Background: an optimization exercise with open tools, aiming at small area, a short achievable clock period and few clock cycles. Do not read the settings as production practice. In this exercise RTL edits were held to simulation tests only and were not proved equivalent to the original. Power and IR drop assume default switching activity.

==> design/flow/constraint.sdc <==
create_clock -name core_clock -period 16.0 [get_ports {clk}]
set_input_delay 3.2000 -clock core_clock [delete_from_list [all_inputs] [get_ports {clk}]]
set_output_delay 3.2000 -clock core_clock [all_outputs]
set_load 0.01 [all_outputs]
==> design/flow/design.v <==
module ramp_rom (
    input  wire [7:0] addr,
    output reg  [6:0] t
);
    always @(*) begin
        case (addr)
            8'd0:  t = 7'd120;
            8'd1:  t = 7'd72;
            8'd2:  t = 7'd56;
            8'd3:  t = 7'd47;
            8'd4:  t = 7'd41;
            8'd5:  t = 7'd37;
            8'd6:  t = 7'd34;
            8'd7:  t = 7'd31;
            8'd8:  t = 7'd29;
            8'd9:  t = 7'd27;
            8'd10: t = 7'd25;
            8'd11: t = 7'd23;
            8'd12: t = 7'd22;
            8'd13: t = 7'd21;
            default: t = (addr < 8'd34) ? (7'd34 - addr[6:0]) : 7'd0;
        endcase
    end
endmodule
module ramp_axis (
    input  wire        tick,        
    input  wire [31:0] pos,
    input  wire [31:0] rem,
    input  wire [19:0] cru,
    input  wire [19:0] cnt,
    input  wire [5:0]  acc,
    input  wire        pulse,
    input  wire        sched,
    input  wire        pend,
    input  wire        dirp,
    output wire [31:0] n_pos,
    output wire [31:0] n_rem,
    output reg  [19:0] n_cnt,
    output reg  [5:0]  n_acc,
    output reg         n_pulse,
    output reg         n_sched
);
    wire        at_tgt  = (rem == 32'd0);
    wire        cnt_z   = (cnt[19:1] == 19'd0) && (tick || !cnt[0]);
    wire [19:0] cnt_now = (tick && cnt != 20'd0) ? cnt - 20'd1 : cnt;
    wire        fire    = sched && cnt_z;
    wire        decel = (rem[31:6] == 26'd0) && (rem[5:0] <= acc);
    wire [5:0]  accm1 = acc - 6'd1;
    wire [6:0]  tv;
    ramp_rom u_rom (.addr({2'b00, decel ? accm1 : acc}), .t(tv));
    wire        cru_ok = !pend && ({13'd0, tv} <= cru);
    wire [19:0] d      = (!decel && cru_ok) ? cru : {13'd0, tv};
    wire [19:0] gap    = (d[19:2] != 18'd0) ? d - 20'd2 : 20'd2;
    wire prime = !sched && !at_tgt;
    wire fall  = fire && pulse && !at_tgt;
    wire stp   = prime || fall;
    assign n_pos = stp ? (dirp ? pos + 32'd1 : pos - 32'd1) : pos;
    assign n_rem = stp ? rem - 32'd1 : rem;
    always @(*) begin
        n_cnt   = cnt_now;
        n_acc   = acc;
        n_pulse = pulse;
        n_sched = sched;
        if (stp)
            n_acc = decel ? accm1 : ((cru_ok || pend) ? acc : acc + 6'd1);
        if (prime) begin
            n_sched = 1'b1;
            n_cnt   = d;
        end else if (fire) begin
            if (!pulse) begin
                n_pulse = 1'b1;
                n_cnt   = 20'd2;
            end else begin
                n_pulse = 1'b0;
                if (at_tgt) begin
                    n_sched = 1'b0;
                    n_cnt   = 20'd0;
                end else begin
                    n_cnt = gap;
                end
            end
        end
    end
endmodule
module cnc_motion_core (
    input  wire        clk,
    input  wire        rst,
    input  wire        op_valid,
    output wire        op_ready,
    input  wire [1:0]  op_code,
    input  wire        op_offer,
    input  wire [8:0]  op_addr,
    input  wire [31:0] cmd_dx,
    input  wire [31:0] cmd_dy,
    input  wire [31:0] cmd_dz,
    input  wire [31:0] cmd_speed,
    output reg         rsp_valid,
    output wire        rsp_halted,
    output reg         rsp_consumed,
    output reg  [31:0] rsp_data,
    output wire [2:0]  step,
    output wire [2:0]  dir
);
    localparam [1:0] OP_TICK = 2'd0, OP_POLL = 2'd1, OP_READ = 2'd2, OP_SMON = 2'd3;
    reg [127:0] q1;               
    reg [1:0]   qlen;
    reg [1:0]   rr_slot;
    reg         halted;
    reg [1:0]   fault_cause;
    reg [1:0]   fault_axis;
    assign rsp_halted = halted;
    reg [31:0] pos   [0:2];
    reg [31:0] rem   [0:2];       
    reg [19:0] cru   [0:2];
    reg [19:0] cnt   [0:2];
    reg [5:0]  acc   [0:2];
    reg [2:0]  pulse, sched, pend, dirp;
    assign step = pulse;
    assign dir  = dirp;
    wire [2:0] ax_on;
    genvar g;
    generate
        for (g = 0; g < 3; g = g + 1) begin : gen_on
            assign ax_on[g] = (rem[g] == 32'd0) && !sched[g];
        end
    endgenerate
    wire all_on = &ax_on;
    reg        smon_p;            
    reg [1:0]  smon_slot;
    wire [1:0] ps = smon_p ? smon_slot : rr_slot;
    wire [1:0] pa = (ps == 2'd3) ? 2'd0 : ps;
    wire [31:0] n_pos, n_rem;
    wire [19:0] n_cnt;
    wire [5:0]  n_acc;
    wire        n_pulse, n_sched;
    ramp_axis u_poll (
        .tick    (!smon_p),
        .pos     (pos[pa]),
        .rem     (rem[pa]),
        .cru     (cru[pa]),
        .cnt     (cnt[pa]),
        .acc     (acc[pa]),
        .pulse   (pulse[pa]),
        .sched   (sched[pa]),
        .pend    (pend[pa]),
        .dirp    (dirp[pa]),
        .n_pos   (n_pos),
        .n_rem   (n_rem),
        .n_cnt   (n_cnt),
        .n_acc   (n_acc),
        .n_pulse (n_pulse),
        .n_sched (n_sched)
    );
    wire poll_live = (qlen != 2'd0) && (ps != 2'd3);
    wire pend_due  = poll_live && pend[pa] && sched[pa] &&
                     (cnt[pa][19:1] == 19'd0) && (!smon_p || !cnt[pa][0]);
    localparam [4:0] D_IDLE = 5'd0,
                     D_LD   = 5'd1,    
                     D_ABS  = 5'd2,    
                     D_OVF  = 5'd3,    
                     D_CHK  = 5'd4,    
                     D_SQ   = 5'd5,    
                     D_SQX  = 5'd6,
                     D_SQRT = 5'd7,    
                     D_DONE = 5'd8,    
                     A_INIT = 5'd9,    
                     A_MUL  = 5'd10,   
                     A_DIV  = 5'd11,   
                     A_WB   = 5'd12,
                     B_INIT = 5'd13,   
                     B_DIV  = 5'd14,   
                     B_W1   = 5'd15,
                     B_W2A  = 5'd16,
                     B_W2   = 5'd17,
                     D_END  = 5'd18;   
    reg [4:0]  dst;
    reg [1:0]  dax;
    reg [5:0]  dj;
    reg [5:0]  kp;                
    reg [5:0]  ks;                
    reg [2:0]  mov;               
    reg        fast;              
    reg        p_take;
    reg        p_intake;
    reg        sqb;               
    reg [34:0] dh;                
    reg [34:0] db;                
    reg        dc;                
    reg [31:0] dl;                
    reg [33:0] dsr;               
    reg [31:0] dd;                
    reg        rt;                
    reg [1:0]  rt_ax;
    wire [34:0] ms  = dh + db + {34'd0, dc};
    wire        msn = ms[34];
    wire [1:0]  xi   = rt ? rt_ax : dax;
    reg         xa_pos, xinv, xsx, xcin;
    wire [31:0] x_pos = pos[xi];
    wire [31:0] x_rem = rem[xi];
    wire [32:0] xa = xa_pos ? {x_pos[31], x_pos} : 33'd0;
    wire [32:0] xb = {xsx & x_rem[31], x_rem} ^ {33{xinv}};
    wire [32:0] xs = xa + xb + {32'd0, xcin};
    wire [31:0] q_v [0:2];
    assign q_v[0] = q1[31:0];
    assign q_v[1] = q1[63:32];
    assign q_v[2] = q1[95:64];
    wire [31:0] q_s = q1[127:96];
    always @(*) begin
        xa_pos = 1'b0;
        xinv   = 1'b0;
        xsx    = 1'b0;
        xcin   = 1'b0;
        if (rt) begin
            xa_pos = 1'b1;
            xinv   = !dirp[rt_ax];
            xcin   = xinv;
        end else if (dst == D_ABS) begin
            xsx  = 1'b1;
            xinv = x_rem[31];
            xcin = xinv;
        end else if (dst == D_OVF) begin
            xa_pos = 1'b1;
            xinv   = q_v[dax][31];
            xcin   = xinv;
        end else if (dst == A_INIT) begin
            xcin   = sched[dax];
        end
    end
    function [5:0] blen;
        input [31:0] x;
        integer k;
        begin
            blen = 6'd0;
            for (k = 0; k < 32; k = k + 1)
                if (x[k]) blen = k + 1;
        end
    endfunction
    wire [5:0] kv = blen(rem[0] | rem[1] | rem[2]);
    wire [5:0] kq = blen(q_s);
    wire fast_ok  = (ks >= kp + 6'd2);    
    wire [1:0] sq_nax = (dax == 2'd2) ? 2'd0 : dax + 2'd1;
    wire [5:0] sq_nj  = (dax == 2'd2) ? dj + 6'd1 : dj;
    wire stall_wb = (dst == B_W1) || (dst == B_W2A) || (dst == B_W2);
    wire busy = rt || smon_p || (dst != D_IDLE && !fast);
    assign op_ready = !busy && !stall_wb && !pend_due;
    wire accept  = op_valid && op_ready;
    wire run_op  = accept && !halted;
    wire do_tick = run_op && (op_code == OP_TICK);
    wire tick_poll = do_tick && poll_live;
    wire smon_go   = smon_p && !pend_due && !stall_wb;
    wire smon_poll = smon_go && poll_live;
    wire       take     = op_offer && (qlen != 2'd2);
    wire [1:0] ql1      = qlen + {1'b0, take};
    wire       need_dec = (take && qlen == 2'd0) || (ql1 == 2'd2 && all_on);
    wire [6:0]  rom_t;
    ramp_rom u_rd_rom (.addr(op_addr[7:0]), .t(rom_t));
    reg  [31:0] rd_val;
    always @(*) begin
        case (op_addr[3:0])
            4'd0: rd_val = pos[0];
            4'd1: rd_val = pos[1];
            4'd2: rd_val = pos[2];
            4'd6: rd_val = {22'd0, qlen, 3'd0, halted, fault_cause, fault_axis};
            default: rd_val = 32'd0;
        endcase
        if (op_addr[8]) rd_val = {25'd0, rom_t};
    end
    wire rd_tgt = !op_addr[8] && (op_addr[3:0] == 4'd3 || op_addr[3:0] == 4'd4 ||
                                  op_addr[3:0] == 4'd5);
    wire pause = rt;
    reg  [2:0] w_rem_x, w_rem_q, w_commit, w_cru, w_wb;
    reg        clr_rem;
    reg  [19:0] cru_in;
    always @(*) begin
        w_rem_x  = 3'b000;
        w_rem_q  = 3'b000;
        w_commit = 3'b000;
        w_cru    = 3'b000;
        w_wb     = 3'b000;
        clr_rem  = 1'b0;
        cru_in   = (dl[31:20] != 12'd0) ? 20'hfffff : dl[19:0];
        if (!pause) begin
            case (dst)
                D_LD:   w_rem_q = 3'b111;
                D_ABS:  w_rem_x[dax] = 1'b1;
                D_OVF:  clr_rem = (xs[32] != xs[31]);
                D_CHK:  clr_rem = (kv == 6'd0 || kq == 6'd0);
                D_DONE: if (fast_ok) w_commit = mov;
                A_WB:   begin w_cru[dax] = 1'b1; clr_rem = (dl == 32'd0); end
                B_W2:   w_wb[dax] = 1'b1;
                D_END:  w_commit = mov;
                default: ;
            endcase
        end
    end
    integer a;
    always @(posedge clk) begin
        if (rst) begin
            for (a = 0; a < 3; a = a + 1) begin
                pos[a] <= 32'd0;
                rem[a] <= 32'd0;
                cru[a] <= 20'd0;
                cnt[a] <= 20'd0;
                acc[a] <= 6'd0;
            end
            pulse <= 3'b000;
            sched <= 3'b000;
            pend  <= 3'b000;
            dirp  <= 3'b000;
        end else begin
            for (a = 0; a < 3; a = a + 1) begin
                if ((tick_poll || smon_poll) && pa == a) begin
                    pos[a]   <= n_pos;
                    rem[a]   <= n_rem;
                    cnt[a]   <= n_cnt;
                    acc[a]   <= n_acc;
                    pulse[a] <= n_pulse;
                    sched[a] <= n_sched;
                end else if (do_tick && cnt[a] != 20'd0) begin
                    cnt[a] <= cnt[a] - 20'd1;
                end
                if (w_rem_q[a]) rem[a] <= q_v[a];
                if (w_rem_x[a]) rem[a] <= xs[31:0];
                if (clr_rem)    rem[a] <= 32'd0;
                if (w_cru[a])   cru[a] <= cru_in;
                if (w_commit[a]) begin
                    dirp[a]  <= !q_v[a][31];
                    acc[a]   <= 6'd0;
                    pulse[a] <= 1'b0;
                    sched[a] <= 1'b0;
                    cnt[a]   <= 20'd0;
                    pend[a]  <= (dst == D_DONE);
                end
                if (w_wb[a]) begin
                    cru[a]  <= dl[19:0];
                    pend[a] <= 1'b0;
                    if (sched[a]) begin
                        if (!dh[34]) cnt[a] <= ms[19:0];
                        else         acc[a] <= 6'd1;
                    end
                end
            end
        end
    end
    always @(posedge clk) begin
        if (rst) begin
            q1           <= 128'd0;
            qlen         <= 2'd0;
            rr_slot      <= 2'd0;
            halted       <= 1'b0;
            fault_cause  <= 2'd0;
            fault_axis   <= 2'd3;
            rsp_valid    <= 1'b0;
            rsp_consumed <= 1'b0;
            rsp_data     <= 32'd0;
            smon_p       <= 1'b0;
            smon_slot    <= 2'd0;
            rt           <= 1'b0;
            rt_ax        <= 2'd0;
            dst          <= D_IDLE;
            dax          <= 2'd0;
            dj           <= 6'd0;
            kp           <= 6'd0;
            ks           <= 6'd0;
            mov          <= 3'd0;
            fast         <= 1'b0;
            p_take       <= 1'b0;
            p_intake     <= 1'b0;
            sqb          <= 1'b0;
            dh           <= 35'd0;
            db           <= 35'd0;
            dc           <= 1'b0;
            dl           <= 32'd0;
            dsr          <= 34'd0;
            dd           <= 32'd0;
        end else begin
            rsp_valid <= 1'b0;
            if (accept) begin
                rsp_consumed <= 1'b0;
                rsp_data     <= 32'd0;
                case (op_code)
                    OP_TICK: begin
                        if (!halted) rr_slot <= rr_slot + 2'd1;
                        rsp_valid <= 1'b1;
                    end
                    OP_SMON: begin
                        if (halted || qlen == 2'd0 || op_addr[1:0] == 2'd3) begin
                            rsp_valid <= 1'b1;
                        end else begin
                            smon_p    <= 1'b1;
                            smon_slot <= op_addr[1:0];
                        end
                    end
                    OP_READ: begin
                        if (rd_tgt) begin
                            rt    <= 1'b1;
                            rt_ax <= op_addr[1:0] + 2'd1;
                        end else begin
                            rsp_valid <= 1'b1;
                            rsp_data  <= rd_val;
                        end
                    end
                    default: begin  
                        if (halted) begin
                            rsp_valid <= 1'b1;
                        end else begin
                            if (take) q1 <= {cmd_speed, cmd_dz, cmd_dy, cmd_dx};
                            if (need_dec) begin
                                p_take   <= take;
                                p_intake <= (qlen == 2'd0);
                                dst      <= D_LD;
                                fast     <= 1'b0;
                            end else begin
                                qlen <= (ql1 != 2'd0 && all_on) ? ql1 - 2'd1 : ql1;
                                rsp_consumed <= take;
                                rsp_valid    <= 1'b1;
                            end
                        end
                    end
                endcase
            end
            if (smon_go) begin
                smon_p    <= 1'b0;
                rsp_valid <= 1'b1;
            end
            if (rt) begin
                rt        <= 1'b0;
                rsp_valid <= 1'b1;
                rsp_data  <= xs[31:0];
            end
            if (!pause) begin
                case (dst)
                    D_IDLE: ;
                    D_LD: begin
                        dax <= 2'd0;
                        dst <= D_ABS;
                    end
                    D_ABS: begin
                        if (dax == 2'd2) begin
                            dax <= 2'd0;
                            dst <= D_OVF;
                        end else begin
                            dax <= dax + 2'd1;
                        end
                    end
                    D_OVF: begin
                        if (xs[32] != xs[31]) begin
                            halted      <= 1'b1;
                            fault_cause <= 2'd2;
                            fault_axis  <= dax;
                            rsp_valid   <= 1'b1;
                            dst         <= D_IDLE;
                        end else if (dax == 2'd2) begin
                            dax <= 2'd0;
                            dst <= D_CHK;
                        end else begin
                            dax <= dax + 2'd1;
                        end
                    end
                    D_CHK: begin
                        mov <= {rem[2] != 32'd0, rem[1] != 32'd0, rem[0] != 32'd0};
                        ks  <= kq;
                        kp  <= kv + {5'd0, kv[0]};
                        dh  <= 35'd0;
                        dl  <= 32'd0;
                        dc  <= 1'b0;
                        db  <= {3'd0, xs[31:0]};
                        sqb <= xs[0];
                        dj  <= 6'd0;
                        dax <= 2'd0;
                        if (kv == 6'd0 || kq == 6'd0) begin
                            rsp_valid    <= 1'b1;
                            rsp_consumed <= p_take;
                            qlen         <= p_intake ? 2'd0 : 2'd1;
                            dst          <= D_IDLE;
                        end else begin
                            dst <= D_SQ;
                        end
                    end
                    D_SQ: begin
                        if (dax == 2'd2)
                            {dh[33:0], dl} <= {(sqb ? ms[33:0] : dh[33:0]), dl} >> 1;
                        else if (sqb)
                            dh <= ms;
                        dax <= sq_nax;
                        dj  <= sq_nj;
                        db  <= {3'd0, rem[sq_nax]};
                        sqb <= rem[sq_nax][sq_nj[4:0]];
                        if (dax == 2'd2 && dj + 6'd1 == kp)
                            dst <= D_SQX;
                    end
                    D_SQX: begin
                        dsr <= {dh[31:0], dl[31:30]};
                        dl  <= {dl[29:0], 2'b00};
                        dh  <= {33'd0, dh[33:32]};
                        db  <= ~35'd1;
                        dc  <= 1'b1;
                        dj  <= 6'd17 + {1'b0, kp[5:1]};
                        dst <= D_SQRT;
                    end
                    D_SQRT: begin
                        dh  <= {(msn ? dh[32:0] : ms[32:0]), dsr[33:32]};
                        dsr <= {dsr[31:0], dl[31:30]};
                        dl  <= {dl[29:0], 2'b00};
                        db  <= {db[33:2], msn, 2'b10};
                        dj  <= dj - 6'd1;
                        if (dj == 6'd1) dst <= D_DONE;
                    end
                    D_DONE: begin
                        dd   <= ~db[33:2];
                        dsr  <= {2'd0, q_s};
                        fast <= fast_ok;
                        dst  <= A_INIT;
                        dax  <= 2'd0;
                        if (fast_ok) begin
                            rsp_valid    <= 1'b1;
                            rsp_consumed <= p_take;
                            qlen         <= 2'd1;
                        end
                    end
                    A_INIT: begin
                        if (dax == 2'd3) begin
                            dax <= 2'd0;
                            dst <= B_INIT;
                        end else if (!mov[dax]) begin
                            dax <= dax + 2'd1;
                        end else begin
                            db  <= {3'd0, xs[31:0]};
                            dc  <= 1'b0;
                            dh  <= 35'd0;
                            dl  <= dsr[31:0];
                            dj  <= ks;
                            dst <= A_MUL;
                        end
                    end
                    A_MUL: begin
                        if (dj == 6'd1) begin
                            {dh[33:0], dl} <= {(dl[0] ? ms[33:0] : dh[33:0]), dl} >> 1;
                            dst <= A_DIV;
                        end else begin
                            {dh[33:0], dl} <= {(dl[0] ? ms[33:0] : dh[33:0]), dl} >> 1;
                        end
                        dj <= dj - 6'd1;
                    end
                    A_DIV: begin
                        if (dj == 6'd0) begin
                            dh  <= {dh[33:0], dl[31]};
                            dl  <= {dl[30:0], 1'b0};
                            db  <= ~{3'd0, dd};
                            dc  <= 1'b1;
                            dj  <= ks;
                        end else begin
                            dh <= {(msn ? dh[33:0] : ms[33:0]), dl[31]};
                            dl <= {dl[30:0], !msn};
                            dj <= dj - 6'd1;
                            if (dj == 6'd1) dst <= A_WB;
                        end
                    end
                    A_WB: begin
                        if (dl == 32'd0) begin
                            halted      <= 1'b1;
                            fault_cause <= 2'd1;
                            fault_axis  <= dax;
                            rsp_valid   <= 1'b1;
                            dst         <= D_IDLE;
                        end else begin
                            dax <= dax + 2'd1;
                            dst <= A_INIT;
                        end
                    end
                    B_INIT: begin
                        if (dax == 2'd3) begin
                            if (fast) begin
                                dst  <= D_IDLE;
                                fast <= 1'b0;
                            end else begin
                                dst <= D_END;
                            end
                        end else if (!mov[dax]) begin
                            dax <= dax + 2'd1;
                        end else begin
                            dh  <= 35'd1;
                            dl  <= 32'hE848_0000;
                            db  <= ~{15'd0, cru[dax]};
                            dc  <= 1'b1;
                            dj  <= 6'd20;
                            dst <= B_DIV;
                        end
                    end
                    B_DIV: begin
                        dh <= {(msn ? dh[33:0] : ms[33:0]), dl[31]};
                        dl <= {dl[30:0], !msn};
                        dj <= dj - 6'd1;
                        if (dj == 6'd1) dst <= B_W1;
                    end
                    B_W1: begin
                        dh  <= {15'd0, dl[19:0]};
                        db  <= ~35'd120;
                        dc  <= 1'b1;
                        dst <= B_W2A;
                    end
                    B_W2A: begin
                        dh  <= ms;                   
                        db  <= {15'd0, cnt[dax]};
                        dc  <= 1'b0;
                        dst <= B_W2;
                    end
                    B_W2: begin
                        dax <= dax + 2'd1;
                        dst <= B_INIT;
                    end
                    D_END: begin
                        rsp_valid    <= 1'b1;
                        rsp_consumed <= p_take;
                        qlen         <= 2'd1;
                        dst          <= D_IDLE;
                    end
                    default: dst <= D_IDLE;
                endcase
            end
        end
    end
endmodule
==> design/flow/config.mk <==
export PLATFORM = sky130hd
export DESIGN_NAME = cnc_motion_core
export DESIGN_NICKNAME = cnc_motion_core
export VERILOG_FILES = /design/flow/design.v
export SDC_FILE = /design/flow/constraint.sdc
export NUM_CORES = 4
export LEC_CHECK = 0
export CAP_MARGIN = 20
export CORE_MARGIN = 2
export CORE_UTILIZATION = 30
export PLACE_DENSITY = 0.5
export SLEW_MARGIN = 20
==> design/flow/run.sh <==
#!/bin/bash
# synth_recipe.tcl (not shown) runs the flow's synth.tcl, then flattens the netlist and writes it again
# the make line also repeats each setting of config.mk as NAME=value (left out here)
make -C /OpenROAD-flow-scripts/flow DESIGN_CONFIG=/design/flow/config.mk WORK_HOME=/design/flow/orfs CLKGATE_MAP_FILE= SYNTH_SCRIPT=/design/flow/synth_recipe.tcl finish
==> impl_metrics.xml <==
<?xml version="1.0" encoding="UTF-8"?>
<metrics>
  <group name="status">
    <metric name="result_of_the_run" unit="">complete, no violations</metric>
  </group>
  <group name="timing">
    <metric name="unrepaired_setup_endpoints_after_global_routing" unit="">no</metric>
    <metric name="timing.final.setup_violations" unit="">0</metric>
    <metric name="tightest_slew" unit="ps">1200</metric>
    <metric name="timing.fmax" unit="GHz">0.0821</metric>
    <metric name="fin_worst_skew" unit="ps">51.0</metric>
    <metric name="min_period_over_period" unit="%">76.1</metric>
    <metric name="max_transition_viols_final" unit="">0</metric>
    <metric name="max-slew-margin-rel" unit="%">19.4</metric>
    <metric name="min_period" unit="ps">12180</metric>
    <metric name="tns" unit="ps">0</metric>
    <metric name="hold_viol" unit="">0</metric>
  </group>
  <group name="logic_synthesis">
    <metric name="synth.top_cell.area_share" unit="%">28.6</metric>
    <metric name="post_synth_most_frequent_cells" unit="">nor2_1 (1028), nand2_1 (781), a21oi_1 (739)</metric>
    <metric name="synth.yosys.warnings" unit="">13</metric>
    <metric name="largest_family_of_logic_cells_by_synthesized_area" unit="">compound AO/OA/AOI/OAI gates</metric>
    <metric name="syn-num-nets" unit="">7277</metric>
    <metric name="yosys.area_share.xor_xnor" unit="%">4.42</metric>
    <metric name="synthesis.instances" unit="">6972</metric>
    <metric name="synth_compound_area_share" unit="%">31.8</metric>
    <metric name="synth_adder_area_share" unit="%">4.10</metric>
    <metric name="post-synth-top-count-cell" unit="">nor2_1</metric>
    <metric name="synth.ff_latch_count" unit="">719</metric>
    <metric name="synth_edf_count" unit="">0</metric>
    <metric name="yosysSeqAreaShare" unit="%">28.6</metric>
    <metric name="ys_async_sr_fraction" unit="%">0</metric>
    <metric name="synth_cell_type_count" unit="">105</metric>
    <metric name="yosys.area_share.simple" unit="%">22.5</metric>
    <metric name="synthFlopType" unit="">dfxtp_1</metric>
    <metric name="syn_area_per_cell" unit="sq um">7.23</metric>
    <metric name="synth.area.mux_share" unit="%">3.31</metric>
    <metric name="cell_type_with_the_largest_total_area_after_synthesis" unit="">dfxtp_1</metric>
    <metric name="syn_area" unit="sq mm">0.0504</metric>
    <metric name="post_synth_main_area_contributors" unit="">dfxtp_1 (29%), nor2_1 (7.7%), a21oi_1 (7.3%)</metric>
  </group>
  <group name="pwr">
    <metric name="static-leakage-power" unit="nW">19.4</metric>
    <metric name="pwr_density_cell" unit="mW/mm^2">121</metric>
    <metric name="worst_ir_drop_vdd" unit="mV">0.106</metric>
  </group>
  <group name="route">
    <metric name="drt_drc_violations_left" unit="">0</metric>
    <metric name="drt_pre_antenna_iters" unit="">8</metric>
    <metric name="routed-via-count" unit="">55500</metric>
    <metric name="vias_per_cell" unit="">6.07</metric>
    <metric name="drt_iter0_markers" unit="">6941</metric>
    <metric name="detail_route.wirelength" unit="um">248000</metric>
    <metric name="route.detailed.wl_per_inst" unit="um">27.1</metric>
    <metric name="antenna_violating_nets_post_route" unit="">0</metric>
  </group>
  <group name="clock_tree">
    <metric name="post_cts.repair.setup_buffers" unit="">0</metric>
    <metric name="worstSkewPairLatency" unit="ps">770</metric>
    <metric name="cts_hold_buffers" unit="">0</metric>
    <metric name="cts_root_buf" unit="">clkbuf_16</metric>
    <metric name="max-clock-path-buffers" unit="">3</metric>
    <metric name="number_of_clock_buffers_inserted_by_tritoncts" unit="">92</metric>
    <metric name="post_cts_resize_count" unit="">0</metric>
    <metric name="ctsHtreeMaxLevel" unit="">3</metric>
    <metric name="tritoncts" unit="">yes</metric>
    <metric name="cts.reportedPaths.clkPinSlew" unit="ps">70</metric>
    <metric name="cts.sinks" unit="">719</metric>
  </group>
  <group name="die">
    <metric name="core_ar" unit="sq mm">0.167</metric>
    <metric name="die_area" unit="sq mm">0.171</metric>
    <metric name="std_cell_rows" unit="">150</metric>
    <metric name="floorplan.initialDensity" unit="%">30.2</metric>
    <metric name="ioPinCount" unit="">185</metric>
    <metric name="die-height" unit="um">414</metric>
    <metric name="die_x" unit="um">414</metric>
  </group>
  <group name="setup_path">
    <metric name="critical_path_peak_fanout" unit="">67</metric>
    <metric name="rrSetupSlack" unit="ps">3820</metric>
    <metric name="crit_path_top_delay_cell" unit="">o211ai_1</metric>
    <metric name="timing.critical_path.slowest_cell_delay" unit="ps">880</metric>
    <metric name="critical_path.reg2reg.startpoint" unit="">smon_p</metric>
    <metric name="worst-r2r-cell-count" unit="">39</metric>
    <metric name="setup.worst_path.end_class" unit="">flop</metric>
    <metric name="cp.required" unit="ps">16680</metric>
    <metric name="worst_r2r_endpoint" unit="">cnt[0][11]</metric>
    <metric name="timing.critical_path.arrival" unit="ps">12850</metric>
    <metric name="critPathLaunchType" unit="">flop</metric>
    <metric name="crit_type" unit="">flop to flop</metric>
  </group>
  <group name="placed_design">
    <metric name="hpwl" unit="um">181000</metric>
    <metric name="gp_congestion" unit="">0.981</metric>
    <metric name="port-buffer-count" unit="">184</metric>
    <metric name="placedCellCount" unit="">8978</metric>
  </group>
  <group name="layout">
    <metric name="layout_stage_area_growth_over_the_synthesis_result" unit="%">14.0</metric>
    <metric name="post-route-util" unit="%">34.4</metric>
    <metric name="post_layout_nonfiller_instances" unit="">9153</metric>
    <metric name="num-fill-cells" unit="">17900</metric>
    <metric name="nNetsFinal" unit="">7174</metric>
    <metric name="drive_gt1_share" unit="%">6.80</metric>
  </group>
  <group name="global_route">
    <metric name="globalRoute.totalOverflow" unit="">0</metric>
    <metric name="groute.usage.overall" unit="%">27.8</metric>
    <metric name="vias_in_the_first_global_route" unit="">50900</metric>
    <metric name="antenna_found_initial" unit="">9</metric>
    <metric name="first_pass_grt_wire_length" unit="um">358000</metric>
    <metric name="maximum_number_of_pins_on_one_net_before_global_route_repair" unit="">86</metric>
  </group>
  <group name="flow_run">
    <metric name="maxCapViolCount" unit="">0</metric>
  </group>
  <group name="hold_path">
    <metric name="worstHoldStart" unit="">q1[36]</metric>
    <metric name="hold_class" unit="">flop to flop</metric>
    <metric name="hold_end" unit="">q1[36]</metric>
    <metric name="whs_path_depth" unit="">2</metric>
  </group>
</metrics>
-- worst max-delay path by stage --
stage            from    endpoint  slack, ps
2_1_floorplan  smon_p  cnt[0][15]       6540
3_3_place_gp   smon_p  cnt[2][11]       4130
3_5_place_dp   smon_p  cnt[2][11]       3960
4_1_cts        smon_p  cnt[2][11]       3950
5_1_grt        smon_p  cnt[1][15]       2960
6_report       smon_p  cnt[0][11]       3820
-- power breakdown --
group / internal (W) / leakage, nW / switching (W)
combinational: 0.000883 / 12.1 / 0.00187
sequential: 0.00187 / 5.80 / 0.000163
clock: 0.00123 / 1.48 / 0.000924
total: 0.00398 / 19.4 / 0.00296
-- critical path, delay by kind of cell, from the launching register on --
family | cells | cell delay (ps)
AOI/OAI and AO/OA | 16 | 4660
and+or+nand+nor | 10 | 2400
adders and majority gates | 5 | 1950
buffers and inverters | 6 | 1640
xor gates and xnor gates | 1 | 550
DFF | 1 | 470
muxes | 1 | 390
-- state kept, by name, summed over array words and instances, names as in the netlist, 18 cells and up --
name and count:
dh 35, dsr 34, rsp_data 32, cru 60, pos 96, q1 128
acc 18, dd 32, cnt 60, dl 32, db 35, rem 96
-- metrics by stage --
stage	setup WS, ps	hold slack, ps	cell area, sq um	total power [W]
3_3_place_gp	4130	444	54300	0.00475
3_5_place_dp	3960	446	54300	0.00473
2_1_floorplan	6540	433	50400	0.00379
4_1_cts	3950	454	57400	0.00689
6_report	3820	451	57400	0.00694
5_1_grt	2960	471	57400	0.00724
-- cell type report --
class,instances,area (sq um),area share (%)
Multi-Input combinational cell,5582,33600,58.5
Antenna cell,5,12.5,0.0218
Clock buffer,128,2600,4.52
Clock inverter,41,469,0.817
Tap cell,2204,2760,4.80
Inverter,119,447,0.778
Sequential cell,719,14400,25.1
Timing Repair Buffer,355,3130,5.45
-- logic make-up after synthesis --
kind of cell	count (synthesis)
buf+inv	671
simple gates	2594
xor+xnor	253
mux	145
flops	719
compound gates	2428
fa+ha+maj	162
-- per-layer routing --
metal	GRT usage, %	part of all wire, %
met3	5.23	8.5
met5	0	0.044
met4	13.4	5.4
met2	42.8	44
met1	37.1	42
-- cell usage in the layout (no fill, tap or decap), types with 56 or more instances in the layout --
cell type	instances
a22oi_1	305
ha_1	150
clkbuf_16	93
o21ai_0	381
nand3_1	83
nor4_1	66
dfxtp_1	717
buf_4	170
mux2i_1	114
nor3_1	313
o22ai_1	75
clkdlybuf4s50_1	183
a22o_1	56
a221o_1	68
xnor2_1	164
a221oi_1	58
nor2_1	1016
inv_1	117
a211oi_1	229
nand2_1	775
a21o_1	58
a21oi_1	739
xor2_1	80
Testbench counts, summed over its fixed seeds: cycles 513,437.

port drivers added, routing unchanged:
The flow's constraints put no driver on any port. The routed layout listed below was extracted and timed again, unchanged, in two steps.
Step 1 sets driving cells, clkbuf_16 on the clock port and buf_2 on the other inputs (assumed; they add their load-dependent delay and slew).
Step 2 adds t to the input delays and takes it off the output delays; t is the mean of the earliest and latest rising clock arrival at the registers after step 1. Input paths then give back, and output paths get back, about the clock's delay inside the block.
Three values: no drivers, after step 1, after step 2; two values: the first two.
t (ns): 0.825
slack for setup (ns): 3.823 / 3.823 / 3.823
worst hold slack (ns): 0.451 / 0.451 / 0.451
worst setup path after step 2: register to register
slew at the worst register clock pin (ns): 0.07 / 0.07
After both steps setup and hold are still met in this run. The setup slack of this run moves by 0.000 ns with the drivers and by 0.000 ns with both steps.
